Source: an optimization exercise on an open RTL-to-GDS flow (aim: small area, a short achievable clock period and few clock cycles). Production flows keep margins and buffers that such runs may drop. Function was checked by simulation only, so behaviour that the tests miss may differ from the original. Power is estimated from default activity; no workload was simulated.

### design.v
module rs1294 (
  input  wire        clk,
  input  wire        rst,           
  input  wire        req_valid,
  input  wire        req_write,
  input  wire [7:0]  req_addr,
  input  wire [31:0] req_wdata,
  output wire        req_ready,
  output reg         rsp_valid,
  output wire [31:0] rsp_rdata
);
  function automatic [7:0] gf_mul;
    input [7:0] a;
    input [7:0] b;
    reg   [7:0] p;
    reg   [7:0] x;
    integer k;
    begin
      p = 8'h00;
      x = a;
      for (k = 0; k < 8; k = k + 1) begin
        if (b[k]) p = p ^ x;
        x = x[7] ? ((x << 1) ^ 8'h1D) : (x << 1);
      end
      gf_mul = p;
    end
  endfunction
  function automatic [7:0] gf_sq;
    input [7:0] a;
    begin
      gf_sq[0] = a[0] ^ a[4] ^ a[6] ^ a[7];
      gf_sq[1] = a[7];
      gf_sq[2] = a[1] ^ a[4] ^ a[5] ^ a[6];
      gf_sq[3] = a[4] ^ a[6];
      gf_sq[4] = a[2] ^ a[4] ^ a[5] ^ a[7];
      gf_sq[5] = a[5];
      gf_sq[6] = a[3] ^ a[5] ^ a[6];
      gf_sq[7] = a[6];
    end
  endfunction
  function automatic [7:0] gf_p8;
    input [7:0] a;
    begin
      gf_p8[0] = a[0] ^ a[1] ^ a[3] ^ a[4] ^ a[7];
      gf_p8[1] = a[3] ^ a[5] ^ a[6];
      gf_p8[2] = a[1] ^ a[2] ^ a[3] ^ a[4] ^ a[6] ^ a[7];
      gf_p8[3] = a[1] ^ a[2] ^ a[3] ^ a[4] ^ a[5] ^ a[7];
      gf_p8[4] = a[1] ^ a[4] ^ a[7];
      gf_p8[5] = a[5];
      gf_p8[6] = a[2] ^ a[5] ^ a[6] ^ a[7];
      gf_p8[7] = a[3] ^ a[4];
    end
  endfunction
  function automatic [7:0] gf_q4;
    input [7:0] a;
    begin
      gf_q4[0] = a[0] ^ a[1] ^ a[2] ^ a[6] ^ a[7];
      gf_q4[1] = a[1] ^ a[3] ^ a[4] ^ a[5] ^ a[6];
      gf_q4[2] = a[1] ^ a[2] ^ a[5] ^ a[6];
      gf_q4[3] = a[1] ^ a[5] ^ a[7];
      gf_q4[4] = a[1] ^ a[5] ^ a[6] ^ a[7];
      gf_q4[5] = a[5];
      gf_q4[6] = a[1];
      gf_q4[7] = a[2] ^ a[3] ^ a[5];
    end
  endfunction
  function automatic [7:0] aneg_kb;
    input [3:0] k;
    begin
      case (k)
        4'd11: aneg_kb = 8'h01;
        4'd10: aneg_kb = 8'h8E;
        4'd9:  aneg_kb = 8'h47;
        4'd8:  aneg_kb = 8'hAD;
        4'd7:  aneg_kb = 8'hD8;
        4'd6:  aneg_kb = 8'h6C;
        4'd5:  aneg_kb = 8'h36;
        4'd4:  aneg_kb = 8'h1B;
        4'd3:  aneg_kb = 8'h83;
        4'd2:  aneg_kb = 8'hCF;
        4'd1:  aneg_kb = 8'hE9;
        4'd0:  aneg_kb = 8'hFA;
        default: aneg_kb = 8'h00;
      endcase
    end
  endfunction
  function automatic [15:0] crc8;
    input [15:0] c;
    input [7:0]  d;
    reg   [15:0] x;
    integer k;
    begin
      x = c ^ {d, 8'h00};
      for (k = 0; k < 8; k = k + 1)
        x = x[15] ? ((x << 1) ^ 16'h1021) : (x << 1);
      crc8 = x;
    end
  endfunction
  localparam [7:0] OP_GFMUL   = 8'h01;
  localparam [7:0] OP_GFINV   = 8'h02;
  localparam [7:0] OP_PMUL    = 8'h03;
  localparam [7:0] OP_RSENC   = 8'h10;
  localparam [7:0] OP_RSSYN   = 8'h11;
  localparam [7:0] OP_RSDEC   = 8'h12;
  localparam [7:0] OP_CRCCOMP = 8'h20;
  localparam [7:0] OP_CRCVFY  = 8'h21;
  localparam [3:0] PH_IDLE = 4'd0;
  localparam [3:0] PH_SCAN = 4'd1;    
  localparam [3:0] PH_OUT3 = 4'd2;    
  localparam [3:0] PH_D0   = 4'd3;    
  localparam [3:0] PH_A1   = 4'd4;    
  localparam [3:0] PH_A2   = 4'd5;    
  localparam [3:0] PH_CH   = 4'd6;    
  localparam [3:0] PH_DEC  = 4'd7;    
  localparam [3:0] PH_FIX  = 4'd8;    
  localparam [3:0] PH_EXP  = 4'd9;    
  localparam [3:0] PH_PMH  = 4'd10;   
  localparam [3:0] PH_PMP  = 4'd11;   
  localparam [3:0] PH_CRCR = 4'd12;   
  localparam [3:0] PH_CRCF = 4'd13;   
  localparam [3:0] PH_CRCO = 4'd14;   
  localparam [3:0] PH_FIN  = 4'd15;   
  reg [7:0]  in_mem  [0:31];
  reg [7:0]  out_mem [0:12];
  reg        st_valid, st_sz, st_unc, st_crcok;
  reg [3:0]  st_errcnt, st_err;
  reg        masken;
  reg [15:0] crc_mask;
  wire [15:0] status_word = {4'd0, st_err, st_errcnt, st_crcok, st_unc, st_sz, st_valid};
  reg        rdy;
  reg        bad;          
  reg        cp1;          
  reg [3:0]  ph;
  reg        k_mul, k_inv, k_enc, k_syn, k_dec, k_vfy;
  reg [4:0]  cnt;
  reg [4:0]  ei;           
  reg [3:0]  oidx;         
  reg [15:0] rdq;          
  reg [7:0]  orq;          
  reg [7:0]  s1, s2, s3;   
  reg [7:0]  e0, e1, e2;   
  reg [7:0]  u0, u1, u2;   
  reg [7:0]  x1;           
  reg [15:0] cacc;         
  reg [7:0]  cd1, cd2;     
  reg [5:0]  cn;           
  reg [3:0]  sp;           
  reg        swv;          
  reg [4:0]  swk;
  reg [7:0]  swd;
  reg        cb, tflag;
  reg [3:0]  pos0, pos1;
  reg [1:0]  nr;
  reg [2:0]  pi, pj;
  reg [3:0]  pw;
  assign req_ready = rdy;
  assign rsp_rdata = {16'd0, rdq};
  wire acc    = req_valid & rdy;
  wire acc_wr = acc & req_write;
  wire acc_rd = acc & ~req_write;
  wire [7:0] rd = rdq[7:0];
  wire [4:0] isel  = rdy ? req_addr[4:0] : ei;
  wire [7:0] in_rd = in_mem[isel];
  wire [3:0] osel  = rdy ? req_addr[3:0] : oidx;
  reg  [7:0] out_rd;
  always @(*) begin
    case (osel)
      4'd0:  out_rd = out_mem[0];
      4'd1:  out_rd = out_mem[1];
      4'd2:  out_rd = out_mem[2];
      4'd3:  out_rd = out_mem[3];
      4'd4:  out_rd = out_mem[4];
      4'd5:  out_rd = out_mem[5];
      4'd6:  out_rd = out_mem[6];
      4'd7:  out_rd = out_mem[7];
      4'd8:  out_rd = out_mem[8];
      4'd9:  out_rd = out_mem[9];
      4'd10: out_rd = out_mem[10];
      4'd11: out_rd = out_mem[11];
      default: out_rd = out_mem[12];
    endcase
  end
  reg [15:0] hsel;
  always @(*) begin
    if (req_addr[7])
      hsel = {8'h00, out_rd};
    else if (req_addr[6] || (req_write && req_addr[1:0] == 2'd0))
      hsel = {8'h00, in_rd};
    else case (req_addr[1:0])
      2'd1:    hsel = status_word;
      2'd2:    hsel = {15'd0, masken};
      2'd3:    hsel = crc_mask;
      default: hsel = 16'h0000;
    endcase
  end
  always @(posedge clk) begin
    rdq <= rdy ? hsel : {8'h00, in_rd};
    orq <= out_rd;
  end
  wire       in_wr = acc_wr && req_addr[7:6] == 2'b01;
  wire [4:0] wk    = req_addr[4:0];
  wire [7:0] wd    = req_wdata[7:0];
  always @(posedge clk)
    if (in_wr) in_mem[wk] <= wd;
  wire [7:0] w_op  = req_wdata[7:0];
  wire [7:0] w_a   = req_wdata[15:8];
  wire [7:0] w_b   = req_wdata[23:16];
  wire [7:0] w_len = req_wdata[15:8];
  wire acc_cmd = acc_wr && req_addr[7:6] == 2'b00 && req_addr[1:0] == 2'b00;
  wire o_mul = (w_op == OP_GFMUL);
  wire o_inv = (w_op == OP_GFINV);
  wire o_pm  = (w_op == OP_PMUL);
  wire o_enc = (w_op == OP_RSENC);
  wire o_syn = (w_op == OP_RSSYN);
  wire o_dec = (w_op == OP_RSDEC);
  wire o_cmp = (w_op == OP_CRCCOMP);
  wire o_vfy = (w_op == OP_CRCVFY);
  wire d_legal = o_mul | o_inv | o_pm | o_enc | o_syn | o_dec | o_cmp | o_vfy;
  wire d_resv  = o_mul ? |req_wdata[31:24] : o_pm ? |req_wdata[31:8] : |req_wdata[31:16];
  wire len_gt32 = (w_len > 8'd32);
  wire d_len   = (o_enc && w_len != 8'd9) || (o_syn && w_len != 8'd12) || (o_cmp && len_gt32) ||
                 (o_vfy && (w_len < 8'd2 || len_gt32));
  wire d_inv0  = o_inv && (w_a == 8'h00);
  wire d_unc   = o_dec && (w_len != 8'd12);
  wire [3:0] d_err = !d_legal ? 4'd1 : d_resv ? 4'd2 : d_len ? 4'd3 : d_inv0 ? 4'd4 : 4'd0;
  wire d_bad   = !d_legal || d_resv || d_len || d_inv0 || d_unc;
  reg [3:0] sp_n;
  reg [5:0] cn_n;
  always @(*) begin
    sp_n = sp;
    cn_n = cn;
    if (swv) begin
      if (swk == 5'd0)                           sp_n = 4'd1;
      else if (swk == {1'b0, sp} && sp != 4'd12) sp_n = sp + 4'd1;
      else if (swk < {1'b0, sp})                 sp_n = 4'd0;
      if (swk == 5'd0)                           cn_n = 6'd1;
      else if ({1'b0, swk} == cn)                cn_n = cn + 6'd1;
      else if ({1'b0, swk} < cn)                 cn_n = 6'd0;
    end
  end
  wire sp_hit  = (sp_n == 4'd12);
  wire ep_hit  = (sp_n >= 4'd9);
  wire cn_hit  = (cn_n == w_len[5:0]) && (w_len[7:6] == 2'b00) && (cn_n != 6'd0);
  reg [3:0] d_ph;
  always @(*) begin
    d_ph = PH_FIN;                                     
    if (o_inv)      d_ph = PH_EXP;
    else if (o_pm)  d_ph = PH_PMH;
    else if (o_enc) d_ph = ep_hit ? PH_FIN : PH_SCAN;
    else if (o_syn) d_ph = sp_hit ? PH_OUT3 : PH_SCAN;
    else if (o_dec) d_ph = sp_hit ? PH_D0 : PH_SCAN;
    else if (o_cmp) d_ph = (cn_hit || w_len == 8'd0) ? PH_CRCF : PH_CRCR;
    else if (o_vfy) d_ph = cn_hit ? PH_CRCO : PH_CRCR;
  end
  wire first = (cnt == 5'd0);
  wire ebit = k_dec ? cnt[0] : (cnt[2:0] != 3'd6);
  wire [3:0] kbe  = {cnt[2:0], 1'b1};
  wire [3:0] kbo  = {cnt[2:0], 1'b0};
  wire       re   = ((s1 ^ u1 ^ u2) == 8'h00);
  wire       ro   = ((s1 ^ gf_mul(u1, 8'h8E) ^ gf_mul(u2, 8'h47)) == 8'h00);
  reg [7:0] ma, mb;
  always @(*) begin
    ma = x1;
    mb = u1;                                           
    case (ph)
      PH_PMP: begin ma = x1; mb = rd; end
      PH_A1:  begin ma = s1; mb = s2; end
      PH_A2:  begin ma = s1; mb = s3; end
      PH_EXP: begin ma = gf_sq(x1); mb = ebit ? u0 : 8'h01; end
      PH_CH: begin
        case (cnt[2:0])
          3'd3:    begin ma = gf_p8(x1); mb = x1; end            
          3'd1:    begin ma = x1; mb = gf_q4(s3); end            
          3'd0:    begin ma = gf_sq(x1); mb = s1; end            
          default: begin ma = gf_sq(x1); mb = u0; end            
        endcase
      end
      PH_FIX: begin ma = x1; mb = u0; end
      default: ;
    endcase
  end
  wire [7:0] mo = gf_mul(ma, mb);
  wire [15:0] crc_v = ~cacc ^ ((k_vfy && masken) ? crc_mask : 16'h0000);
  wire        crc_rlast = (ei == u0[4:0]);
  wire        c1z = (u1 == 8'h00);
  wire        c2z = (u2 == 8'h00);
  wire [1:0]  nroot = (c1z && c2z) ? 2'd0 : (c1z || c2z) ? 2'd1 : (tflag ? 2'd0 : 2'd2);
  reg       ow;
  reg [3:0] oi;
  reg [7:0] ov;
  always @(*) begin
    ow = 1'b0;
    oi = cnt[3:0];
    ov = s1;
    case (ph)
      PH_OUT3: begin ow = 1'b1; oi = cnt[3:0]; ov = s1; end
      PH_FIN:  begin ow = k_mul; oi = 4'd0; ov = mo; end
      PH_EXP:  begin ow = k_inv && (cnt[2:0] == 3'd6); oi = 4'd0; ov = mo; end
      PH_PMP:  begin ow = 1'b1; oi = pw; ov = ((pi == 3'd0 || pj == 3'd6) ? 8'h00 : orq) ^ mo; end
      PH_FIX:  begin ow = 1'b1; oi = pw; ov = orq ^ mo; end
      PH_CRCO: begin ow = 1'b1; oi = {3'd0, cnt[0]}; ov = cnt[0] ? crc_v[7:0] : crc_v[15:8]; end
      default: ;
    endcase
  end
  wire cpall = !bad && (cp1 || (ph == PH_FIN && k_enc));
  integer k;
  always @(posedge clk) begin
    for (k = 0; k < 13; k = k + 1) begin
      if (cpall && k < 9)
        out_mem[k] <= in_mem[k];
      else if (cpall && k < 12)
        out_mem[k] <= k_enc ? ((k == 9) ? e2 : (k == 10) ? e1 : e0) : in_mem[k];
      else if (ow && !bad && oi == k)
        out_mem[k] <= ov;
    end
  end
  wire       pre    = swv && (swk == 5'd0 || (swk == {1'b0, sp} && sp != 4'd12));
  wire       sy_adv = rdy ? pre : (ph == PH_SCAN && !k_enc);
  wire       en_adv = rdy ? (pre && swk < 5'd9) : (ph == PH_SCAN && k_enc);
  wire       sy_rst = rdy ? (swk == 5'd0) : first;
  wire [7:0] hd     = rdy ? swd : rd;
  wire [7:0] s1e    = sy_rst ? 8'h00 : s1;
  wire [7:0] s2e    = sy_rst ? 8'h00 : s2;
  wire [7:0] s3e    = sy_rst ? 8'h00 : s3;
  wire [7:0] e0e    = sy_rst ? 8'h00 : e0;
  wire [7:0] e1e    = sy_rst ? 8'h00 : e1;
  wire [7:0] e2e    = sy_rst ? 8'h00 : e2;
  wire [7:0] fb     = hd ^ e2e;
  wire       cr_adv = rdy ? (swv && (swk == 5'd0 || ({1'b0, swk} == cn && cn != 6'd32)))
                          : (ph == PH_CRCR);
  wire       cr_rst = rdy && (swk == 5'd0);
  always @(posedge clk) begin
    if (rst) begin
      rdy       <= 1'b1;
      bad       <= 1'b0;
      cp1       <= 1'b0;
      ph        <= PH_IDLE;
      sp        <= 4'd0;
      cn        <= 6'd0;
      swv       <= 1'b0;
      rsp_valid <= 1'b0;
      st_valid  <= 1'b0;
      st_sz     <= 1'b0;
      st_unc    <= 1'b0;
      st_crcok  <= 1'b0;
      st_errcnt <= 4'd0;
      st_err    <= 4'd0;
      masken    <= 1'b0;
      crc_mask  <= 16'h0000;
    end else begin
      rsp_valid <= acc_rd;
      bad <= 1'b0;
      cp1 <= 1'b0;
      pw  <= oidx;
      if (acc_wr && req_addr[7:6] == 2'b00 && req_addr[1:0] == 2'd2)
        masken <= req_wdata[0];
      if (acc_wr && req_addr[7:6] == 2'b00 && req_addr[1:0] == 2'd3)
        crc_mask <= req_wdata[15:0];
      swv <= in_wr;
      swk <= wk;
      swd <= wd;
      sp  <= sp_n;
      cn  <= cn_n;
      if (sy_adv) begin
        s1 <= gf_mul(s1e, 8'h02) ^ hd;
        s2 <= gf_mul(s2e, 8'h04) ^ hd;
        s3 <= gf_mul(s3e, 8'h08) ^ hd;
      end
      if (en_adv) begin
        e2 <= e1e ^ gf_mul(fb, 8'h0E);
        e1 <= e0e ^ gf_mul(fb, 8'h38);
        e0 <= gf_mul(fb, 8'h40);
      end
      if (cr_adv) begin
        cacc <= cr_rst ? 16'h0000 : crc8(cacc, cd2);
        cd2  <= cr_rst ? 8'h00 : cd1;
        cd1  <= hd;
      end
      if (acc_cmd) begin
        st_valid  <= 1'b1;
        st_sz     <= 1'b0;
        st_unc    <= d_legal && !d_resv && d_unc;
        st_crcok  <= 1'b0;
        st_errcnt <= 4'd0;
        st_err    <= d_err;
        rdy       <= 1'b0;
        bad       <= d_bad;
        cp1       <= o_enc || o_dec;
        ph        <= d_ph;
        k_mul     <= o_mul;
        k_inv     <= o_inv;
        k_enc     <= o_enc;
        k_syn     <= o_syn;
        k_dec     <= o_dec;
        k_vfy     <= o_vfy;
        sp        <= 4'd0;
        cn        <= 6'd0;
        x1        <= w_a;
        u0        <= w_a;
        u1        <= w_b;
        cnt       <= 5'd0;
        ei        <= o_pm ? 5'd7 : 5'd1;
        oidx      <= 4'd0;
        pi        <= 3'd0;
        pj        <= 3'd0;
        if ((o_cmp || o_vfy) && !cn_hit) begin
          cacc <= 16'h0000;
          cd2  <= 8'h00;
          cd1  <= 8'h00;
        end
      end
      if (bad) begin
        rdy <= 1'b1;
        ph  <= PH_IDLE;
      end else case (ph)
        PH_FIN: begin
          rdy <= 1'b1; ph <= PH_IDLE;
        end
        PH_SCAN: begin
          ei  <= ei + 5'd1;
          cnt <= cnt + 5'd1;
          if (k_enc ? (cnt == 5'd8) : (cnt == 5'd11)) begin
            ph  <= k_enc ? PH_FIN : k_dec ? PH_D0 : PH_OUT3;
            cnt <= 5'd0;
          end
        end
        PH_OUT3: begin
          s1  <= s2;
          s2  <= s3;
          cnt <= cnt + 5'd1;
          if (cnt == 5'd0)
            st_sz <= (s1 == 8'h00) && (s2 == 8'h00) && (s3 == 8'h00);
          if (cnt == 5'd2) begin
            rdy <= 1'b1; ph <= PH_IDLE;
          end
        end
        PH_D0: begin
          cb  <= (s1 == 8'h00);
          cnt <= 5'd0;
          x1  <= s3;
          u0  <= s3;
          if (s1 == 8'h00) begin
            s1 <= s2;
            s2 <= s3;
            s3 <= gf_sq(s2);
          end
          if (s1 == 8'h00 && s2 == 8'h00 && s3 == 8'h00) begin
            st_sz <= 1'b1;
            rdy <= 1'b1; ph <= PH_IDLE;
          end else if (s1 == 8'h00 && s2 == 8'h00)
            ph <= PH_EXP;             
          else
            ph <= PH_A1;
        end
        PH_A1: begin
          u1 <= mo;                   
          u0 <= s2;                   
          u2 <= cb ? 8'h00 : gf_sq(s2);
          ph <= PH_A2;
        end
        PH_A2: begin
          u2  <= u2 ^ mo;             
          s3  <= u2 ^ mo;
          s1  <= gf_sq(s1);           
          x1  <= s2;
          cnt <= 5'd5;
          nr  <= 2'd0;
          ph  <= PH_CH;
        end
        PH_CH: begin
          cnt <= cnt - 5'd1;
          if (nr == 2'd0) begin
            if (re)      begin pos0 <= kbe; oidx <= kbe; end
            else if (ro) begin pos0 <= kbo; oidx <= kbo; end
            if (re && ro) pos1 <= kbo;
          end else if (nr == 2'd1) begin
            if (re)      pos1 <= kbe;
            else if (ro) pos1 <= kbo;
          end
          if (re && ro)      nr <= (nr == 2'd0) ? 2'd2 : 2'd3;
          else if (re || ro) nr <= (nr == 2'd3) ? 2'd3 : nr + 2'd1;
          u1 <= gf_mul(u1, 8'h47);    
          u2 <= gf_mul(u2, 8'hD8);    
          if (cnt[2:0] != 3'd1) x1 <= mo;
          if (cnt[2:0] == 3'd1) tflag <= mo[5];     
          if (cnt[2:0] == 3'd0) ph <= PH_DEC;
        end
        PH_DEC: begin
          cnt <= 5'd0;
          st_errcnt <= {2'b00, nroot};
          oidx <= pos1;
          u0   <= cb ? aneg_kb(pos0) : 8'h01;
          if (nroot == 2'd0) begin
            rdy <= 1'b1; ph <= PH_IDLE;
          end else if (c1z || nr != nroot) begin
            st_unc <= 1'b1;
            rdy <= 1'b1; ph <= PH_IDLE;
          end else
            ph <= PH_FIX;
        end
        PH_FIX: begin
          cnt <= cnt + 5'd1;
          u0  <= cb ? aneg_kb(pos1) : 8'h01;
          if (cnt[0] || nr == 2'd1) begin
            rdy <= 1'b1; ph <= PH_IDLE;
          end
        end
        PH_EXP: begin
          cnt <= cnt + 5'd1;
          x1  <= mo;
          if (k_dec ? (cnt[2:0] == 3'd5) : (cnt[2:0] == 3'd6)) begin
            if (k_dec) begin
              st_errcnt <= (mo == 8'h01) ? 4'd3 : 4'd0;
              st_unc    <= (mo == 8'h01);
            end
            rdy <= 1'b1; ph <= PH_IDLE;
          end
        end
        PH_PMH: begin
          x1   <= rd;
          ei   <= 5'd8;
          oidx <= oidx + 4'd1;
          ph   <= PH_PMP;
        end
        PH_PMP: begin
          pj   <= pj + 3'd1;
          ei   <= (pj < 3'd5) ? ei + 5'd1 : (pj == 3'd5) ? {2'b00, pi} + 5'd1 : 5'd7;
          oidx <= (pj == 3'd6) ? {1'b0, pi} + 4'd1 : oidx + 4'd1;
          if (pj == 3'd6) begin
            pj <= 3'd0;
            pi <= pi + 3'd1;
            if (pi == 3'd6) begin rdy <= 1'b1; ph <= PH_IDLE; end
            else            ph <= PH_PMH;
          end
        end
        PH_CRCR: begin
          ei  <= ei + 5'd1;
          if (crc_rlast) begin
            cnt <= 5'd0;
            ph  <= k_vfy ? PH_CRCO : PH_CRCF;
          end
        end
        PH_CRCF: begin
          cnt  <= cnt + 5'd1;
          cacc <= crc8(cacc, cd2);
          cd2  <= cd1;
          if (cnt[0]) begin
            cnt <= 5'd0;
            ph  <= PH_CRCO;
          end
        end
        PH_CRCO: begin
          cnt <= cnt + 5'd1;
          if (cnt[0]) begin
            st_crcok <= k_vfy && ({cd2, cd1} == crc_v);
            rdy <= 1'b1; ph <= PH_IDLE;
          end
        end
        default: ;
      endcase
    end
  end
endmodule
### config.mk
export PLATFORM = sky130hd
export DESIGN_NAME = rs1294
export DESIGN_NICKNAME = rs1294
export VERILOG_FILES = /design/flow/design.v
export SDC_FILE = /design/flow/constraint.sdc
export NUM_CORES = 4
export LEC_CHECK = 0
export CAP_MARGIN = 20
export CORE_MARGIN = 2
export CORE_UTILIZATION = 40
export PLACE_DENSITY = 0.6
export SETUP_SLACK_MARGIN = 5
export SLEW_MARGIN = 20
### constraint.sdc
create_clock -name core_clock -period 11.0 [get_ports {clk}]
set_input_delay 2.2000 -clock core_clock [delete_from_list [all_inputs] [get_ports {clk}]]
set_output_delay 2.2000 -clock core_clock [all_outputs]
set_load 0.01 [all_outputs]
### run.sh
#!/bin/bash
# synth_recipe.tcl (not shown) runs the flow's synth.tcl, then flattens the netlist and writes it again
# the make line also repeats each setting of config.mk as NAME=value (left out here)
make -C /OpenROAD-flow-scripts/flow DESIGN_CONFIG=/design/flow/config.mk WORK_HOME=/design/flow/orfs CLKGATE_MAP_FILE= SYNTH_SCRIPT=/design/flow/synth_recipe.tcl finish
==> impl_metrics.env, run 1 <==
export IMPL_status="complete, no violations"
export IMPL_power_density_mw_per_mm2=278.9
export IMPL_hold_start="st_errcnt[2]"
export IMPL_die_w_um=300.8
export IMPL_hold_viol=0
export IMPL_setup_slack_ns=5.132
export IMPL_post_route_util_pct=45.38
export IMPL_r2r_slack_ns=5.20
export IMPL_dp_final_hpwl_um=84240
export IMPL_grt_max_degree=90
export IMPL_synthesis_area_mm2=0.03524
export IMPL_cpMostUsedCell="buf_4"
export IMPL_yosysUniqueCellTypes=104
export IMPL_drc=0
export IMPL_ant_nets=0
export IMPL_ys_seq_elements=605
export IMPL_reg2reg_to="out_mem[11][1]"
export IMPL_fp_row_count=108
export IMPL_drt_initial_drc_count=3511
export IMPL_boundaryPins=78
export IMPL_place_inst=4314
export IMPL_die_area_mm2=0.09048
export IMPL_tightest_slew_ns=1.375
export IMPL_crit_path_max_incr_delay_ns=0.74
export IMPL_synth_edf_count=526
export IMPL_synth_ff_type="edfxtp_1"
export IMPL_diodes=0
export IMPL_relSlewSlack_pct=7.467
export IMPL_peakVddDrop_mv=0.8341
export IMPL_drive_gt1_share_pct=10.18
export IMPL_cts_tree="done"
export IMPL_fp_coreArea_mm2=0.08702
export IMPL_die_h_um=300.8
export IMPL_mostFrequentLayoutCells="526 x edfxtp_1, 356 x nand2_1, 232 x nor2_1"
export IMPL_setup_viol_count_final=0
export IMPL_p_leak_nw=13.28
export IMPL_cts_buffer_depth=3
export IMPL_ys_seq_area_share_pct=49.32
export IMPL_crit_arrival_ns=6.36
export IMPL_cts_hold_buf=0
export IMPL_path_clk_slew_ns=0.06
export IMPL_drt_pass1_iterations=8
export IMPL_overflow=0
export IMPL_rsz0062_at_grt="no"
export IMPL_syn_inst=3247
export IMPL_crit_required_ns=11.49
export IMPL_final_common_cell="edfxtp_1"
export IMPL_fin_hold_ws_ns=0.4303
export IMPL_final_cells=4454
export IMPL_port_buffer_count=60
export IMPL_hold_path_class="reg2reg"
export IMPL_viasPerCell=6.179
export IMPL_htree_levels=3
export IMPL_min_period_ns=5.868
export IMPL_cp_slowest_cell="buf_4"
export IMPL_cp_cell_sequence="clkdlybuf4s50_1 -> buf_4 -> mux2i_4 -> buf_4 -> mux4_2 -> and2_1 -> a211oi_1 -> a311oi_1 -> a21oi_1 -> o21ai_0"
export IMPL_cts_buffers=70
export IMPL_worstSetupPathType="in2reg"
export IMPL_end_kind="flip-flop"
export IMPL_vias=27521
export IMPL_finalCritPeriodShare_pct=53.35
export IMPL_antenna_found_initial=2
export IMPL_wl_per_cell_um=26.81
export IMPL_syn_to_final_growth_pct=12.08
export IMPL_cts_root_buffer="clkbuf_16"
export IMPL_dp_worst_setup_slack_ns=4.128
export IMPL_worst_setup_path_start_kind="primary input"
export IMPL_slew_viol_final=0
export IMPL_clkLatencyLatePin_ns=0.65
export IMPL_start_util_pct=40.49
export IMPL_reg2reg_depth=16
export IMPL_synthArstFlopShare_pct=0
export IMPL_cts_sinks=605
export IMPL_syn_area_per_cell_um2=10.85
export IMPL_finalClockSkew_ns=0.06138
export IMPL_whs_endpoint="st_errcnt[2]"
export IMPL_n_fill_cell=8158
export IMPL_grt_pass1_wl_um=174100
export IMPL_hold_depth=2
export IMPL_wl_um=119400
export IMPL_grt_pass1_vias=25990
export IMPL_path_max_fanout=50
export IMPL_max_clock_freq_mhz=170.4
export IMPL_yosys_warnings=2
export IMPL_nets=3334
export IMPL_r2r_start="cnt[0]"
export IMPL_finalSetupTns_ns=0
export IMPL_track_usage_pct=25.82
export IMPL_routabilityCongestion=0.9544
export IMPL_drv_cap=0
cell type report:
class                      instances  area (µm²)  area share [%]
clock buffer                      95        1937           4.904
multi-input combinational       2348       16710           42.32
timing repair buffer             151        1275           3.228
tap                             1155        1445           3.659
inverter                          67       257.7          0.6526
clock inverter                    33       485.5           1.229
sequential                       605       17380           44.00
registers in the layout, indices dropped and copies added (netlist names), 5 cells and up, named ones only:
| name | count |
|---|---|
| cacc | 16 |
| cd1 | 8 |
| cd2 | 8 |
| cn | 6 |
| cnt | 5 |
| crc_mask | 16 |
| e0 | 8 |
| e1 | 8 |
| e2 | 8 |
| ei | 5 |
| in_mem | 256 |
| orq | 8 |
| out_mem | 104 |
| rdq | 16 |
| s1 | 8 |
| s2 | 8 |
| s3 | 8 |
| swd | 8 |
| swk | 5 |
| u0 | 8 |
| u1 | 8 |
| u2 | 8 |
| x1 | 8 |
cells in the mapped netlist, types with 13 or more instances:
cell        n  area (µm²)
nand3_1    68       340.3
a21o_1     13       97.59
o21a_1     80       600.6
clkbuf_1  156       585.6
nor2b_1    33       206.5
a22o_1     47       411.6
a21oi_1   161       805.8
nand2_1   356        1336
a221o_1    13       130.1
a211oi_1   49       367.9
xor2_1    107       937.2
a221oi_1   26       227.7
o21ai_0   165       825.8
edfxtp_1  526       15800
and3_1     17       106.4
and2_1     34       212.7
buf_2      32       160.2
o211ai_1   19       142.6
o221ai_1   14       122.6
o22ai_1    39       244.0
nor4_1     20       125.1
a222oi_1   28       280.3
nor2_1    234       878.3
buf_1      29       108.9
a22oi_1    45       337.8
xnor2_1   209        1831
mux4_2     64        1441
a31oi_1    33       206.5
buf_4      20       150.1
nand2b_1   23       143.9
inv_1      65       244.0
ha_1       47       588.1
dfxtp_1    79        1582
a21boi_0   29       217.7
nand4_1    17       106.4
mux2i_1    76       760.7
or3_1      13       81.33
nor3_1     52       260.3
critical path, delay by kind of cell:
kind	cells	cell delay, ns
and+or+nand+nor	1	0.17
buffers and inverters	3	1.37
muxes	2	1.07
AOI/OAI and AO/OA	4	1.48
report_power, final:
part / switching [W] / internal, W
sequential: 0.000342 / 0.00278
clock: 0.00102 / 0.00141
combinational: 0.00337 / 0.00210
worst max-delay path by stage:
stage,from,end,slack [ns],depth (start not counted)
2_1_floorplan,rst,cn[4],5.51,3
3_3_place_gp,req_addr[0],rdq[7],4.14,9
3_5_place_dp,req_addr[0],rdq[7],4.13,9
4_1_cts,req_addr[0],rdq[7],4.99,9
5_1_grt,ph[3],out_mem[9][3],5.02,14
6_report,req_addr[1],rdq[5],5.13,10
layer usage:
| metal | wire length [µm] | vias up | share of wire [%] | track usage (%) |
|---|---|---|---|---|
| met5 | 8 | - | 0.0067 | 0 |
| met4 | 5961 | 2 | 5.0 | 11.86 |
| met3 | 11040 | 322 | 9.2 | 5.051 |
| met2 | 53950 | 1552 | 45 | 40.37 |
| met1 | 48450 | 13489 | 41 | 34.67 |
| li1 | - | 12156 | - | - |
cells by family after synthesis:
family / synth area share (%)
buffers and inverters: 3.725
AO/OA/AOI/OAI: 17.07
other: 0.01064
adder cells (fa/ha/maj): 1.697
flip-flops: 49.32
XOR/XNOR: 9.506
AND/OR/NAND/NOR: 12.10
multiplexers: 6.576
stage by stage:
step / cell area [µm²] / total power (W)
after floorplan: 35290 / 0.006479
final: 39490 / 0.01102
after global routing: 39490 / 0.01141
after detailed placement: 36940 / 0.008435
after CTS: 39400 / 0.01087
after global placement: 36940 / 0.008399
what timing repair did:
action	in CTS	in global routing
endpoints found under the setup margin	34	81
setup buffers	3	9
resized for setup	2	4
Testbench counts, summed over its fixed seeds: cycles 54,020.
==> run 2: changes to the inputs <==
--- a/design.v
+++ b/design.v
@@ -149,6 +149,9 @@
   reg [4:0]  swk;
   reg [7:0]  swd;
   reg        cb, tflag;
+  reg [5:0]  chs;          
+  reg        ebit, elast;  
+  reg        pz;           
   reg [3:0]  pos0, pos1;
   reg [1:0]  nr;
   reg [2:0]  pi, pj;
@@ -253,7 +256,6 @@
     else if (o_vfy) d_ph = cn_hit ? PH_CRCO : PH_CRCR;
   end
   wire first = (cnt == 5'd0);
-  wire ebit = k_dec ? cnt[0] : (cnt[2:0] != 3'd6);
   wire [3:0] kbe  = {cnt[2:0], 1'b1};
   wire [3:0] kbo  = {cnt[2:0], 1'b0};
   wire       re   = ((s1 ^ u1 ^ u2) == 8'h00);
@@ -268,12 +270,10 @@
       PH_A2:  begin ma = s1; mb = s3; end
       PH_EXP: begin ma = gf_sq(x1); mb = ebit ? u0 : 8'h01; end
       PH_CH: begin
-        case (cnt[2:0])
-          3'd3:    begin ma = gf_p8(x1); mb = x1; end            
-          3'd1:    begin ma = x1; mb = gf_q4(s3); end            
-          3'd0:    begin ma = gf_sq(x1); mb = s1; end            
-          default: begin ma = gf_sq(x1); mb = u0; end            
-        endcase
+        if (chs[3])      begin ma = gf_p8(x1); mb = x1; end      
+        else if (chs[1]) begin ma = x1; mb = gf_q4(s3); end      
+        else if (chs[0]) begin ma = gf_sq(x1); mb = s1; end      
+        else             begin ma = gf_sq(x1); mb = u0; end      
       end
       PH_FIX: begin ma = x1; mb = u0; end
       default: ;
@@ -295,8 +295,8 @@
     case (ph)
       PH_OUT3: begin ow = 1'b1; oi = cnt[3:0]; ov = s1; end
       PH_FIN:  begin ow = k_mul; oi = 4'd0; ov = mo; end
-      PH_EXP:  begin ow = k_inv && (cnt[2:0] == 3'd6); oi = 4'd0; ov = mo; end
-      PH_PMP:  begin ow = 1'b1; oi = pw; ov = ((pi == 3'd0 || pj == 3'd6) ? 8'h00 : orq) ^ mo; end
+      PH_EXP:  begin ow = k_inv && elast; oi = 4'd0; ov = mo; end
+      PH_PMP:  begin ow = 1'b1; oi = pw; ov = (pz ? 8'h00 : orq) ^ mo; end
       PH_FIX:  begin ow = 1'b1; oi = pw; ov = orq ^ mo; end
       PH_CRCO: begin ow = 1'b1; oi = {3'd0, cnt[0]}; ov = cnt[0] ? crc_v[7:0] : crc_v[15:8]; end
       default: ;
@@ -403,6 +403,8 @@
         oidx      <= 4'd0;
         pi        <= 3'd0;
         pj        <= 3'd0;
+        ebit      <= 1'b1;
+        elast     <= 1'b0;
         if ((o_cmp || o_vfy) && !cn_hit) begin
           cacc <= 16'h0000;
           cd2  <= 8'h00;
@@ -437,6 +439,8 @@
         PH_D0: begin
           cb  <= (s1 == 8'h00);
           cnt <= 5'd0;
+          ebit  <= 1'b0;
+          elast <= 1'b0;
           x1  <= s3;
           u0  <= s3;
           if (s1 == 8'h00) begin
@@ -464,6 +468,7 @@
           s1  <= gf_sq(s1);           
           x1  <= s2;
           cnt <= 5'd5;
+          chs <= 6'b100000;
           nr  <= 2'd0;
           ph  <= PH_CH;
         end
@@ -481,9 +486,10 @@
           else if (re || ro) nr <= (nr == 2'd3) ? 2'd3 : nr + 2'd1;
           u1 <= gf_mul(u1, 8'h47);    
           u2 <= gf_mul(u2, 8'hD8);    
-          if (cnt[2:0] != 3'd1) x1 <= mo;
-          if (cnt[2:0] == 3'd1) tflag <= mo[5];     
-          if (cnt[2:0] == 3'd0) ph <= PH_DEC;
+          chs <= chs >> 1;
+          if (!chs[1]) x1 <= mo;
+          if (chs[1])  tflag <= mo[5];              
+          if (chs[0])  ph <= PH_DEC;
         end
         PH_DEC: begin
           cnt <= 5'd0;
@@ -508,7 +514,9 @@
         PH_EXP: begin
           cnt <= cnt + 5'd1;
           x1  <= mo;
-          if (k_dec ? (cnt[2:0] == 3'd5) : (cnt[2:0] == 3'd6)) begin
+          ebit  <= k_dec ? !cnt[0] : (cnt[2:0] != 3'd5);
+          elast <= k_dec ? (cnt[2:0] == 3'd4) : (cnt[2:0] == 3'd5);
+          if (elast) begin
             if (k_dec) begin
               st_errcnt <= (mo == 8'h01) ? 4'd3 : 4'd0;
               st_unc    <= (mo == 8'h01);
@@ -517,12 +525,14 @@
           end
         end
         PH_PMH: begin
+          pz   <= (pi == 3'd0);
           x1   <= rd;
           ei   <= 5'd8;
           oidx <= oidx + 4'd1;
           ph   <= PH_PMP;
         end
         PH_PMP: begin
+          pz   <= (pi == 3'd0) || (pj == 3'd5);
           pj   <= pj + 3'd1;
           ei   <= (pj < 3'd5) ? ei + 5'd1 : (pj == 3'd5) ? {2'b00, pi} + 5'd1 : 5'd7;
           oidx <= (pj == 3'd6) ? {1'b0, pi} + 4'd1 : oidx + 4'd1;
==> impl_metrics.env, run 2 <==
export IMPL_status="complete, no violations"
export IMPL_wl_um=127000
export IMPL_setup_viol_count_final=0
export IMPL_cts_sinks=614
export IMPL_synth_commonest_cells="535 x edfxtp_1, 353 x nand2_1, 279 x nor2_1"
export IMPL_fp_coreArea_mm2=0.08960
export IMPL_crit_required_ns=11.51
export IMPL_synthesis_area_mm2=0.03601
export IMPL_syn_to_final_growth_pct=11.99
export IMPL_synth_edf_count=535
export IMPL_end_kind="flip-flop"
export IMPL_viasPerCell=6.181
export IMPL_cts_buffers=71
export IMPL_fin_hold_ws_ns=0.4609
export IMPL_clkLatencyLatePin_ns=0.65
export IMPL_final_common_cell="edfxtp_1"
export IMPL_die_w_um=304.0
export IMPL_hold_path_class="reg2reg"
export IMPL_cts_buffer_depth=3
export IMPL_start_util_pct=40.19
export IMPL_post_route_util_pct=45.01
export IMPL_crit_arrival_ns=6.20
export IMPL_cts_hold_buf=0
export IMPL_htree_levels=3
export IMPL_reg_top3="in_mem (256), out_mem (104)"
export IMPL_drc=0
export IMPL_max_clock_freq_mhz=176.0
export IMPL_synth_ff_type="edfxtp_1"
export IMPL_drv_cap=0
export IMPL_cts_root_buffer="clkbuf_16"
export IMPL_worst_setup_path_start_kind="flip-flop"
export IMPL_synth_most_common_cell="edfxtp_1"
export IMPL_synthArstFlopShare_pct=0
export IMPL_antenna_found_initial=6
export IMPL_path_max_fanout=42
export IMPL_vias=28502
export IMPL_drive_gt1_share_pct=10.46
export IMPL_die_area_mm2=0.09244
export IMPL_yosys_warnings=2
export IMPL_hold_viol=0
export IMPL_r2r_start="ph[0]"
export IMPL_p_leak_nw=13.68
export IMPL_crit_start="ph[0]"
export IMPL_worstSetupPathType="reg2reg"
export IMPL_finalCritPeriodShare_pct=51.66
export IMPL_ys_top_cells_by_area="edfxtp_1 45%, xnor2_1 5.1%, dfxtp_1 4.4%"
export IMPL_port_buffer_count=60
export IMPL_nets=3466
export IMPL_yosysUniqueCellTypes=106
export IMPL_largest_reg_flops=256
export IMPL_relSlewSlack_pct=16.18
export IMPL_boundaryPins=78
export IMPL_peakVddDrop_mv=0.1279
export IMPL_fp_row_count=110
export IMPL_wl_per_cell_um=27.53
export IMPL_slew_viol_final=0
export IMPL_finalSetupTns_ns=0
export IMPL_n_fill_cell=8316
export IMPL_top_register="in_mem"
export IMPL_overflow=0
export IMPL_cts_tree="done"
export IMPL_mostFrequentLayoutCells="535 x edfxtp_1, 353 x nand2_1, 275 x nor2_1"
export IMPL_dp_final_hpwl_um=89620
export IMPL_finalClockSkew_ns=0.04321
export IMPL_power_density_mw_per_mm2=177.4
export IMPL_path_clk_slew_ns=0.06
export IMPL_grt_max_degree=94
export IMPL_ys_seq_elements=614
export IMPL_ys_seq_area_share_pct=49.00
export IMPL_grt_pass1_vias=26808
export IMPL_tightest_slew_ns=1.249
export IMPL_syn_area_per_cell_um2=10.63
export IMPL_track_usage_pct=26.93
export IMPL_drt_initial_drc_count=3631
export IMPL_routabilityCongestion=0.9789
export IMPL_ant_nets=0
export IMPL_rsz0062_at_grt="no"
export IMPL_yosysTopAreaCellShare_pct=44.61
export IMPL_grt_pass1_wl_um=185300
export IMPL_synth_top_area_cell="edfxtp_1"
export IMPL_min_period_ns=5.683
export IMPL_hold_start="st_errcnt[2]"
export IMPL_drt_pass1_iterations=8
export IMPL_syn_inst=3389
export IMPL_die_h_um=304.0
[run 2: area by class of cell]
| cell class | count | area, µm² | area share, % |
|---|---|---|---|
| diodes | 3 | 7.507 | 0.01862 |
| well taps | 1176 | 1471 | 3.649 |
| clock inverters | 41 | 483.0 | 1.198 |
| inverters | 77 | 292.8 | 0.7260 |
| repair buffers | 158 | 1306 | 3.239 |
| clock buffers | 89 | 1916 | 4.750 |
| flip-flops and latches | 614 | 17650 | 43.77 |
| multi-input cells | 2453 | 17200 | 42.65 |
[run 2: metal layers]
layer | global-route usage, % | up-vias | routed length [µm]
li1 | - | 12688 | -
met1 | 36.57 | 14009 | 51070
met2 | 41.91 | 1499 | 57140
met3 | 4.959 | 298 | 12230
met4 | 12.33 | 8 | 6468
met5 | 0 | - | 52
[run 2: kinds of logic (layout without fill, tap and decap cells)]
kind of cell | after synthesis | after routing | synth area share, %
other cells | 1 | 19 | 0.01041
xor+xnor | 343 | 343 | 9.096
simple gates | 1006 | 1006 | 12.91
compound gates | 885 | 885 | 16.88
fa+ha+maj | 48 | 48 | 1.661
buf+inv | 337 | 365 | 3.860
mux | 155 | 155 | 6.577
flops | 614 | 614 | 49.00
[run 2: path summary, 6_finish.rpt]
check / to / slack (ns) / cells past startpoint
worst min register to register: st_errcnt[2] / 0.46 / 1
worst max register to register: out_mem[9][3] / 5.32 / 13
worst min-delay path: st_errcnt[2] / 0.46 / 1
worst max-delay path: out_mem[9][3] / 5.32 / 13
[run 2: critical path, cell delays in order (launching register included)]
cell and delay, ns:
dfxtp_1 0.30, buf_4 0.27, and4bb_1 0.37, inv_2 0.23, or3_1 0.45, a32oi_1 0.29, a211o_1 0.38, xnor3_1 0.52
mux2i_1 0.17, xnor3_1 0.48, nor4b_1 0.19, or4_1 0.86, o2111ai_2 0.77, a21boi_2 0.26
[run 2: per-stage QoR]
stage               total power, W  instance area (µm²)  std cells  worst slack (ns)
floorplan                 0.003971                36070       3404             5.426
finish                    0.007154                40330       4611             5.317
global route              0.007376                40320       4608             5.020
CTS                       0.007132                40260       4608             5.088
detailed placement        0.004681                37860       4478             4.785
global placement          0.004662                37840       4477             4.829
[run 2: where the power goes]
group / switching [W] / leakage (nW) / internal (W)
Clock: 0.00104 / 1.18 / 0.00142
Combinational: 0.00121 / 6.92 / 0.000725
Sequential: 0.000133 / 5.58 / 0.00263
Total: 0.00238 / 13.7 / 0.00477
[run 2: what timing repair did]
| item | CTS | global route |
|---|---|---|
| setup buffers | 0 | 0 |
| endpoints found under the setup margin | 0 | 32 |
| resized for setup | 0 | 6 |
Testbench counts of run 2, summed over its fixed seeds: cycles 54,020.
==> run 3: changes to the inputs <==
==> flow/run.sh (new file) <==
#!/bin/bash
set -euo pipefail
bash standard.sh SETUP_SLACK_MARGIN=6.0 finish > standard_flow.log 2>&1
==> standard.sh (new file) <==
#!/bin/bash
# synth_recipe.tcl (not shown) runs the flow's synth.tcl, then flattens the netlist and writes it again
# the make line also repeats each setting of config.mk as NAME=value (left out here)
make -C /OpenROAD-flow-scripts/flow DESIGN_CONFIG=/design/flow/config.mk WORK_HOME=/design/flow/orfs CLKGATE_MAP_FILE= SYNTH_SCRIPT=/design/flow/synth_recipe.tcl "${@:-finish}"
--- a/config.mk
+++ b/config.mk
@@ -9,5 +9,4 @@
 export CORE_MARGIN = 2
 export CORE_UTILIZATION = 40
 export PLACE_DENSITY = 0.6
-export SETUP_SLACK_MARGIN = 5
 export SLEW_MARGIN = 20
removed: run.sh
==> impl_metrics.env, run 3 <==
export IMPL_drt_pass1_iterations=11
export IMPL_finalCritPeriodShare_pct=45.10
export IMPL_drv_cap=0
export IMPL_clockPowerShare_pct=33.6
export IMPL_ys_top_cells_by_area="edfxtp_1 45%, xnor2_1 5.1%, dfxtp_1 4.4%"
export IMPL_largest_reg_flops=256
export IMPL_top_layer_used="met5"
export IMPL_ys_seq_area_share_pct=49.00
export IMPL_tightest_slew_ns=1.146
export IMPL_seqPwrFrac_pct=38.3
export IMPL_relSlewSlack_pct=23.07
export IMPL_status="complete, no violations"
export IMPL_yosysUniqueCellTypes=106
export IMPL_syn_to_final_growth_pct=13.30
export IMPL_synth_adder_area_share_pct=1.661
export IMPL_path_clk_slew_ns=0.06
export IMPL_comb_power_share_pct=28.1
export IMPL_viasPerCell=6.223
export IMPL_min_period_ns=4.961
export IMPL_start_util_pct=40.19
export IMPL_dp_worst_setup_slack_ns=4.763
export IMPL_mostFrequentLayoutCells="535 x edfxtp_1, 351 x nand2_1, 260 x nor2_1"
export IMPL_antenna_found_initial=7
export IMPL_synth_commonest_cells="535 x edfxtp_1, 353 x nand2_1, 279 x nor2_1"
export IMPL_synth_xor_area_share_pct=9.096
export IMPL_nets=3485
export IMPL_die_area_mm2=0.09244
export IMPL_drc=0
export IMPL_path_max_fanout=9
export IMPL_rsz0062_at_grt="yes"
export IMPL_post_route_util_pct=45.54
export IMPL_setup_slack_ns=6.039
export IMPL_synth_top_area_cell="edfxtp_1"
export IMPL_whs_endpoint="st_errcnt[2]"
export IMPL_cts_sinks=614
export IMPL_fp_row_count=110
export IMPL_grt_pass1_vias=26920
export IMPL_htree_levels=3
export IMPL_vias=28774
export IMPL_setup_viol_count_final=0
export IMPL_synth_edf_count=535
export IMPL_drt_initial_drc_count=4083
export IMPL_reg2reg_to="out_mem[11][0]"
export IMPL_synthArstFlopShare_pct=0
export IMPL_hold_path_class="reg2reg"
export IMPL_finalSetupTns_ns=0
export IMPL_worstSetupPathType="in2reg"
export IMPL_syn_area_per_cell_um2=10.63
export IMPL_synthMuxAreaShare_pct=6.577
export IMPL_end_kind="flip-flop"
export IMPL_cts_buffer_depth=3
export IMPL_r2r_start="ph[3]"
export IMPL_routabilityCongestion=0.9656
export IMPL_p_sw_w=0.002402
export IMPL_synth_compound_area_share_pct=16.88
export IMPL_power_density_mw_per_mm2=176.9
export IMPL_crit_arrival_ns=5.44
export IMPL_cts_tree="done"
export IMPL_yosysTopAreaCellShare_pct=44.61
export IMPL_p_leak_nw=13.82
export IMPL_synthesis_area_mm2=0.03601
export IMPL_dr_wl_met2_um=57160
export IMPL_cts_hold_buf=0
export IMPL_ys_seq_elements=614
export IMPL_hold_viol=0
export IMPL_boundaryPins=78
export IMPL_grt_pass1_wl_um=184100
export IMPL_track_usage_pct=26.74
export IMPL_cts_root_buffer="clkbuf_16"
export IMPL_hold_start="st_errcnt[2]"
export IMPL_grt_max_degree=63
export IMPL_die_h_um=304.0
export IMPL_finalClockSkew_ns=0.02459
export IMPL_dp_final_hpwl_um=88610
export IMPL_wl_per_cell_um=27.46
export IMPL_clkLatencyLatePin_ns=0.64
export IMPL_fp_coreArea_mm2=0.08960
export IMPL_yosys_warnings=2
export IMPL_reg_top3="in_mem (256), out_mem (104)"
export IMPL_met1_length_um=50880
export IMPL_crit_required_ns=11.48
export IMPL_wl_um=127000
export IMPL_top_register="in_mem"
export IMPL_synth_top_family_by_area="compound AO/OA/AOI/OAI gates"
export IMPL_synth_simple_area_share_pct=12.91
export IMPL_syn_inst=3389
export IMPL_place_inst=4472
export IMPL_sw_frac_of_total_pct=33.29
export IMPL_slew_viol_final=0
export IMPL_wl_met3_um=12900
export IMPL_power_internal_w=0.004815
export IMPL_hold_depth=1
export IMPL_drive_gt1_share_pct=12.39
export IMPL_max_clock_freq_mhz=201.6
export IMPL_final_cells=4624
export IMPL_r2r_slack_ns=6.11
export IMPL_overflow=0
export IMPL_ant_nets=0
export IMPL_peakVddDrop_mv=0.1755
export IMPL_port_buffer_count=60
export IMPL_final_common_cell="edfxtp_1"
export IMPL_worst_setup_path_start_kind="primary input"
export IMPL_die_w_um=304.0
export IMPL_reg2reg_depth=12
export IMPL_cts_buffers=71
export IMPL_synth_most_common_cell="edfxtp_1"
export IMPL_synth_ff_type="edfxtp_1"
## run 3: cell counts after synthesis
Identical to the previous run, type by type.
## run 3: how the worst max path moves through the flow
stage,to,startpoint,depth (start not counted)
detailed placement,rdq[5],req_addr[0],9
CTS,out_mem[11][5],ph[3],12
global placement,rdq[5],req_addr[0],9
floorplan,flip-flop,rst,9
global route,in_mem[29][6],req_valid,5
finish,rdq[3],req_addr[3],10
## run 3: cell families after synthesis
group                    after synthesis
XOR/XNOR                             343
multiplexers                         155
AO/OA/AOI/OAI                        885
flip-flops                           614
AND/OR/NAND/NOR                     1006
other                                  1
adder cells (fa/ha/maj)               48
buffers and inverters                337
## run 3: per-layer routing
layer,GRT usage (%),vias up
met5,0,-
met2,41.87,1567
met3,5.808,296
li1,-,12706
met1,35.88,14195
met4,11.34,10
## run 3: critical path: stages
cell and delay [ns]:
clkdlybuf4s50_1 0.69, nor2b_1 0.33, a22oi_2 0.46, nor2_2 0.25, a22o_1 0.29, a221o_1 0.26, a221oi_1 0.27, nand3_1 0.35
a21oi_1 0.25, o22ai_1 0.09
## run 3: metrics by stage
step	total power, W	hold slack (ns)	instance area [µm²]
global placement	0.004656	0.4408	37830
global route	0.007434	0.4782	40790
finish	0.007217	0.4584	40800
detailed placement	0.004667	0.4433	37850
floorplan	0.003972	0.4244	36110
CTS	0.007146	0.4594	40430
## run 3: area by class of cell
cell class	count	area, µm²
diodes	2	5.005
clock buffers	91	1924
clock inverters	34	422.9
fillers	8281	48800
inverters	77	299.0
multi-input cells	2454	17530
flip-flops and latches	614	17650
well taps	1176	1471
repair buffers	175	1496
repair inverters	1	5.005
## run 3: power groups by stage
| stage | clock network [W] | registers (W) | logic [W] |
|---|---|---|---|
| floorplan | 0 | 0.00271 | 0.00127 |
| global placement | 0 | 0.00280 | 0.00185 |
| detailed placement | 0 | 0.00280 | 0.00186 |
| CTS | 0.00245 | 0.00275 | 0.00194 |
| global route | 0.00254 | 0.00276 | 0.00213 |
| finish | 0.00242 | 0.00276 | 0.00203 |
## run 3: timing repair
| action | CTS | global route |
|---|---|---|
| setup buffers | 4 | 17 |
| endpoints found under the setup margin | 129 | 189 |
| pin swaps | 3 | 6 |
| gates cloned | 2 | 1 |
| resized for setup | 41 | 43 |
==> run 4: changes to the inputs <==
==> flow/run.sh (replaced) <==
#!/bin/bash
set -euo pipefail
bash standard.sh SETUP_SLACK_MARGIN=6.5 finish > standard_flow.log 2>&1
--- a/config.mk
+++ b/config.mk
@@ -7,6 +7,6 @@
 export LEC_CHECK = 0
 export CAP_MARGIN = 20
 export CORE_MARGIN = 2
-export CORE_UTILIZATION = 40
-export PLACE_DENSITY = 0.6
+export CORE_UTILIZATION = 65
+export PLACE_DENSITY = 0.75
 export SLEW_MARGIN = 20
==> impl_metrics.env, run 4 <==
export IMPL_status="complete, no violations"
export IMPL_place_area_mm2=0.03738
export IMPL_tightest_slew_ns=1.279
export IMPL_end_kind="flip-flop"
export IMPL_track_usage_pct=45.49
export IMPL_yosysTopAreaCellShare_pct=44.61
export IMPL_ant_nets=0
export IMPL_ys_seq_area_share_pct=49.00
export IMPL_place_inst=4051
export IMPL_synthesis_area_mm2=0.03601
export IMPL_cts_sinks=614
export IMPL_path_clk_slew_ns=0.06
export IMPL_largest_reg_flops=256
export IMPL_synth_ff_type="edfxtp_1"
export IMPL_yosysUniqueCellTypes=106
export IMPL_fp_coreArea_mm2=0.05499
export IMPL_wl_um=132100
export IMPL_cts_tree="done"
export IMPL_crit_required_ns=11.46
export IMPL_grt_pass1_vias=29287
export IMPL_cts_hold_buf=0
export IMPL_finalClockSkew_ns=0.03758
export IMPL_reg2reg_depth=15
export IMPL_vias=31163
export IMPL_syn_to_final_growth_pct=15.78
export IMPL_die_h_um=239.4
export IMPL_top_register="in_mem"
export IMPL_syn_area_per_cell_um2=10.63
export IMPL_synth_commonest_cells="535 x edfxtp_1, 353 x nand2_1, 279 x nor2_1"
export IMPL_ys_top_cells_by_area="edfxtp_1 45%, xnor2_1 5.1%, dfxtp_1 4.4%"
export IMPL_cts_root_buffer="clkbuf_16"
export IMPL_antenna_found_initial=6
export IMPL_grt_max_degree=69
export IMPL_slew_viol_final=0
export IMPL_nets=3563
export IMPL_grt_pass1_wl_um=189800
export IMPL_finalSetupTns_ns=0
export IMPL_overflow=0
export IMPL_synth_most_common_cell="edfxtp_1"
export IMPL_worst_setup_path_start_kind="flip-flop"
export IMPL_rsz0062_at_grt="yes"
export IMPL_wl_per_cell_um=30.91
export IMPL_port_buffer_count=60
export IMPL_peakVddDrop_mv=0.2277
export IMPL_cts_buffers=66
export IMPL_final_common_cell="edfxtp_1"
export IMPL_fp_row_count=86
export IMPL_drv_cap=0
export IMPL_final_area_mm2=0.04169
export IMPL_power_density_mw_per_mm2=176.3
export IMPL_p_leak_nw=14.39
export IMPL_mostFrequentLayoutCells="535 x edfxtp_1, 348 x nand2_1, 231 x nor2_1"
export IMPL_yosys_warnings=2
export IMPL_crit_arrival_ns=5.07
export IMPL_hold_depth=1
export IMPL_max_clock_freq_mhz=216.8
export IMPL_die_w_um=239.4
export IMPL_htree_levels=3
export IMPL_die_area_mm2=0.05730
export IMPL_ys_seq_elements=614
export IMPL_clkLatencyLatePin_ns=0.64
export IMPL_drc=0
export IMPL_finalCritPeriodShare_pct=41.92
export IMPL_drive_gt1_share_pct=16.66
export IMPL_viasPerCell=7.293
export IMPL_start_util_pct=65.49
export IMPL_routabilityCongestion=1.018
export IMPL_reg_top3="in_mem (256), out_mem (104)"
export IMPL_drt_initial_drc_count=5402
export IMPL_final_cells=4273
export IMPL_synth_top_area_cell="edfxtp_1"
export IMPL_hold_viol=0
export IMPL_worstSetupPathType="reg2reg"
export IMPL_drt_pass1_iterations=11
export IMPL_dp_final_hpwl_um=86450
export IMPL_synth_edf_count=535
export IMPL_path_max_fanout=21
export IMPL_synthArstFlopShare_pct=0
export IMPL_cts_buffer_depth=3
export IMPL_boundaryPins=78
export IMPL_hold_path_class="reg2reg"
export IMPL_syn_inst=3389
export IMPL_min_period_ns=4.612
export IMPL_setup_viol_count_final=0
export IMPL_relSlewSlack_pct=14.67
export IMPL_post_route_util_pct=75.82
==> run 4: metrics by stage <==
step / setup WS [ns] / power (W) / hold WS (ns)
6_report: 6.388 / 0.007350 / 0.4823
5_1_grt: 6.378 / 0.007496 / 0.5000
4_1_cts: 6.322 / 0.007084 / 0.4787
3_5_place_dp: 4.884 / 0.004663 / 0.4558
3_3_place_gp: 4.970 / 0.004626 / 0.4457
2_1_floorplan: 5.649 / 0.003972 / 0.4244
==> run 4: cell families (layout without fill, tap and decap cells) <==
kind of cell / Yosys count / count (layout) / share of synthesized area [%]
AOI/OAI and AO/OA: 885 / 886 / 16.88
xor gates and xnor gates: 343 / 343 / 9.096
adders and majority gates: 48 / 48 / 1.661
buffers and inverters: 337 / 455 / 3.860
DFF: 614 / 614 / 49.00
muxes: 155 / 155 / 6.577
other: 1 / 18 / 0.01041
and+or+nand+nor: 1006 / 1006 / 12.91
==> run 4: worst max-delay path, cell delays in order (launching register included) <==
cell	delay (ns)
dfxtp_2	0.38
buf_12	0.18
and4bb_4	0.26
buf_12	0.18
nand2_1	0.18
inv_1	0.15
a22o_1	0.29
o32a_2	0.50
nand2_2	0.14
nor3_1	0.06
or4_4	0.55
or3b_4	0.40
a21o_4	0.26
a2111o_2	0.46
buf_12	0.17
a32oi_2	0.22
==> run 4: path summary, 6_finish.rpt <==
path,startpoint,end,slack (ns)
worst max-delay path,ph[0],out_mem[10][5],6.39
worst min-delay path,st_errcnt[3],st_errcnt[3],0.48
worst max register to register,ph[0],out_mem[10][5],6.39
worst min register to register,st_errcnt[3],st_errcnt[3],0.48
==> run 4: final cells by class <==
class	count	area [µm²]
Tap cell	748	935.9
Inverter	77	309.0
Clock buffer	81	1813
Multi-Input combinational cell	2454	18110
Clock inverter	38	380.4
Timing Repair inverter	1	8.758
Sequential cell	614	17660
Timing Repair Buffer	258	2467
Antenna cell	2	5.005
Fill cell	3588	13290
==> run 4: power by group <==
| part | internal, W | leakage, nW | total, W | switching [W] |
|---|---|---|---|---|
| logic | 0.000933 | 7.75 | 0.00231 | 0.00137 |
| clock network | 0.00129 | 1.06 | 0.00229 | 0.00100 |
| registers | 0.00262 | 5.58 | 0.00276 | 0.000131 |
| total | 0.00484 | 14.4 | 0.00735 | 0.00251 |
==> run 4: timing repair <==
| action | in CTS | in global routing |
|---|---|---|
| endpoints found under the setup margin | 432 | 411 |
| cloned | 8 | 2 |
| resized for setup | 160 | 99 |
| pin swaps | 20 | 28 |
| setup buffers | 46 | 44 |
| endpoints found under the hold margin | 0 | 0 |
==> run 4: layer usage <==
| layer | GRT usage [%] | routed length (µm) | vias up |
|---|---|---|---|
| met5 | 0 | 76 | - |
| met4 | 32.29 | 11890 | 12 |
| met3 | 13.14 | 17780 | 727 |
| met2 | 68.32 | 57610 | 2622 |
| met1 | 56.77 | 44730 | 14931 |
| li1 | - | - | 12871 |
==> run 5: changes to the inputs <==
==> flow/run.sh (replaced) <==
#!/bin/bash
set -euo pipefail
bash standard.sh SETUP_SLACK_MARGIN=6.5 "BUFFER_PORTS_ARGS=-buffer_cell sky130_fd_sc_hd__buf_4" finish > standard_flow.log 2>&1
==> impl_metrics.env, run 5 <==
export IMPL_cp_slowest_cell="or4_4"
export IMPL_wl_per_cell_um=30.47
export IMPL_busiest_layer="met2"
export IMPL_reg_top3="in_mem (256), out_mem (104)"
export IMPL_path_buf_inv=3
export IMPL_ys_seq_elements=614
export IMPL_crit_cells=14
export IMPL_min_period_ns=4.582
export IMPL_cts_buffers=66
export IMPL_fp_coreArea_mm2=0.05499
export IMPL_largest_reg_flops=256
export IMPL_nets=3554
export IMPL_n_fill_cell=3620
export IMPL_top_register="in_mem"
export IMPL_crit_path_max_incr_delay_ns=0.55
export IMPL_tightest_slew_ns=1.243
export IMPL_power_density_mw_per_mm2=176.3
export IMPL_ys_seq_area_share_pct=49.00
export IMPL_cts_buffer_depth=3
export IMPL_port_buffer_count=60
export IMPL_drt_initial_drc_count=5691
export IMPL_cpMostUsedCell="buf_12"
export IMPL_yosys_warnings=2
export IMPL_slew_viol_final=0
export IMPL_grt_pass1_wl_um=186200
export IMPL_grt_max_degree=79
export IMPL_dp_final_hpwl_um=85020
export IMPL_syn_inst=3389
export IMPL_relSlewSlack_pct=16.52
export IMPL_max_clock_freq_mhz=218.2
export IMPL_drv_cap=0
export IMPL_syn_area_per_cell_um2=10.63
export IMPL_drc=0
export IMPL_cp_cell_sequence="buf_12 -> and4bb_4 -> a31oi_2 -> a221o_2 -> xnor2_4 -> buf_12 -> xnor2_4 -> nor3_1 -> or4_4 -> or3b_4 -> a21o_4 -> a2111o_2 -> buf_12 -> a32oi_1"
export IMPL_end_kind="flip-flop"
export IMPL_mostFrequentLayoutCells="535 x edfxtp_1, 349 x nand2_1, 269 x nor2_1"
export IMPL_track_usage_pct=44.45
export IMPL_viasPerCell=7.231
export IMPL_cts_hold_buf=0
export IMPL_finalClockSkew_ns=0.05498
export IMPL_ys_top_cells_by_area="edfxtp_1 45%, xnor2_1 5.1%, dfxtp_1 4.4%"
export IMPL_boundaryPins=78
export IMPL_cts_sinks=614
export IMPL_hold_depth=1
export IMPL_synthArstFlopShare_pct=0
export IMPL_worst_setup_path_start_kind="flip-flop"
export IMPL_crit_required_ns=11.46
export IMPL_reg2reg_depth=14
export IMPL_synth_ff_type="edfxtp_1"
export IMPL_ant_nets=0
export IMPL_synth_edf_count=535
export IMPL_p_leak_nw=14.33
export IMPL_die_w_um=239.4
export IMPL_grt_use_met2_pct=67.78
export IMPL_hold_viol=0
export IMPL_die_h_um=239.4
export IMPL_worstSetupPathType="reg2reg"
export IMPL_synth_commonest_cells="535 x edfxtp_1, 353 x nand2_1, 279 x nor2_1"
export IMPL_setup_viol_count_final=0
export IMPL_grt_use_met1_pct=56.54
export IMPL_path_max_fanout=20
export IMPL_setup_slack_ns=6.418
export IMPL_clkLatencyLatePin_ns=0.65
export IMPL_routabilityCongestion=1.005
export IMPL_final_cells=4260
export IMPL_rsz0062_at_grt="yes"
export IMPL_grt_pass1_vias=28943
export IMPL_htree_levels=3
export IMPL_cp_top_family="compound AO/OA/AOI/OAI gates"
export IMPL_final_common_cell="edfxtp_1"
export IMPL_place_inst=4040
export IMPL_antenna_found_initial=1
export IMPL_die_area_mm2=0.05730
export IMPL_status="complete, no violations"
export IMPL_syn_to_final_growth_pct=14.52
export IMPL_finalCritPeriodShare_pct=41.66
export IMPL_cts_root_buffer="clkbuf_16"
export IMPL_yosysTopAreaCellShare_pct=44.61
export IMPL_dp_worst_setup_slack_ns=4.882
export IMPL_drt_pass1_iterations=9
export IMPL_start_util_pct=65.49
export IMPL_wl_um=129800
export IMPL_synth_most_common_cell="edfxtp_1"
export IMPL_fp_row_count=86
export IMPL_synthesis_area_mm2=0.03601
export IMPL_synth_top_area_cell="edfxtp_1"
export IMPL_vias=30802
export IMPL_crit_arrival_ns=5.04
export IMPL_hold_path_class="reg2reg"
export IMPL_overflow=0
export IMPL_drive_gt1_share_pct=16.06
export IMPL_finalSetupTns_ns=0
export IMPL_path_clk_slew_ns=0.06
export IMPL_grt_use_met3_pct=10.87
export IMPL_peakVddDrop_mv=0.2708
export IMPL_yosysUniqueCellTypes=106
export IMPL_cts_tree="done"
[run 5: cell families (layout without fill, tap and decap cells)]
kind of cell             Yosys count  after routing  share of synthesized area [%]
AO/OA/AOI/OAI                    885            888                          16.88
XOR/XNOR                         343            343                          9.096
adder cells (fa/ha/maj)           48             48                          1.661
buffers and inverters            337            441                          3.860
flip-flops                       614            614                          49.00
multiplexers                     155            155                          6.577
other                              1             17                        0.01041
AND/OR/NAND/NOR                 1006           1006                          12.91
[run 5: timing repair]
item | in CTS | in global routing
hold endpoints to repair | 0 | 0
pin swaps | 18 | 18
setup buffers | 40 | 49
setup endpoints to repair | 164 | 120
gates resized for setup | 97 | 88
gates cloned | 6 | 6
[run 5: metrics by stage]
step	total power (W)	util, %	hold slack (ns)	area, µm²
2_1_floorplan	0.003972	-	0.4244	36120
3_3_place_gp	0.004572	67.56	0.4478	37150
3_5_place_dp	0.004611	67.57	0.4506	37160
4_1_cts	0.006962	73.14	0.4673	40220
5_1_grt	0.007421	75.00	0.5092	41240
6_report	0.007271	75.00	0.4739	41240
[run 5: cell type report]
cell class | count | area (µm²) | share of cell area (%)
tap | 748 | 935.9 | 2.269
antenna | 1 | 2.502 | 0.006068
timing repair inverter | 1 | 8.758 | 0.02124
sequential | 614 | 17660 | 42.83
clock inverter | 33 | 429.2 | 1.041
inverter | 77 | 305.3 | 0.7403
multi-input combinational | 2456 | 17930 | 43.49
timing repair buffer | 247 | 2225 | 5.394
clock buffer | 83 | 1737 | 4.211
[run 5: worst register-to-register path, delay by kind of cell, from the launching register on]
kind / cells / cell delay, ns
xor+xnor: 2 / 0.39
buf+inv: 3 / 0.53
compound gates: 5 / 1.65
flops: 1 / 0.41
simple gates: 4 / 1.45
[run 5: final timing paths]
path                              startpoint              to  slack [ns]
worst min-delay path            st_errcnt[3]    st_errcnt[3]        0.47
worst max register to register         ph[2]  out_mem[10][5]        6.42
worst max-delay path                   ph[2]  out_mem[10][5]        6.42
worst min register to register  st_errcnt[3]    st_errcnt[3]        0.47
[run 5: layer usage]
metal / part of all wire, % / vias up
met5: 0.010 / -
met4: 8.6 / 2
met3: 14 / 698
met2: 43 / 2675
met1: 34 / 14581
li1: - / 12846
[run 5: power by group]
group | switching, W | internal, W | total, W | leakage [nW]
Clock | 0.00100 | 0.00126 | 0.00226 | 1.03
Sequential | 0.000131 | 0.00262 | 0.00276 | 5.58
Combinational | 0.00135 | 0.000900 | 0.00225 | 7.71

[what the ideal ports hide]
How much do the figures lean on ideal ports? The routed layouts below were timed once more, with nothing changed but the port constraints. Step 1 sets driving cells, clkbuf_16 on the clock port and buf_2 on the other inputs (assumed; they add their load-dependent delay and slew). Step 2 also shifts input and output timing later by t, the mid clock arrival at the registers, as if the neighbouring blocks saw the same clock. Three values: no drivers, after step 1, after step 2; two values: the first two.
run	t (ns)	setup WS [ns]	slew at the worst register clock pin (ns)
run 1	0.690	5.132 / 5.174 / 4.484	0.06 / 0.06
run 2	0.695	5.317 / 5.317 / 4.881	0.07 / 0.07
run 3	0.690	6.039 / 6.073 / 5.383	0.07 / 0.07
run 4	0.685	6.388 / 6.388 / 5.797	0.08 / 0.08
run 5	0.685	6.418 / 6.418 / 5.872	0.08 / 0.08
After both steps setup and hold are still met in every run listed. For run 3, which loses most, drivers alone change the setup slack by +0.034 ns; drivers and shift together by -0.656 ns.
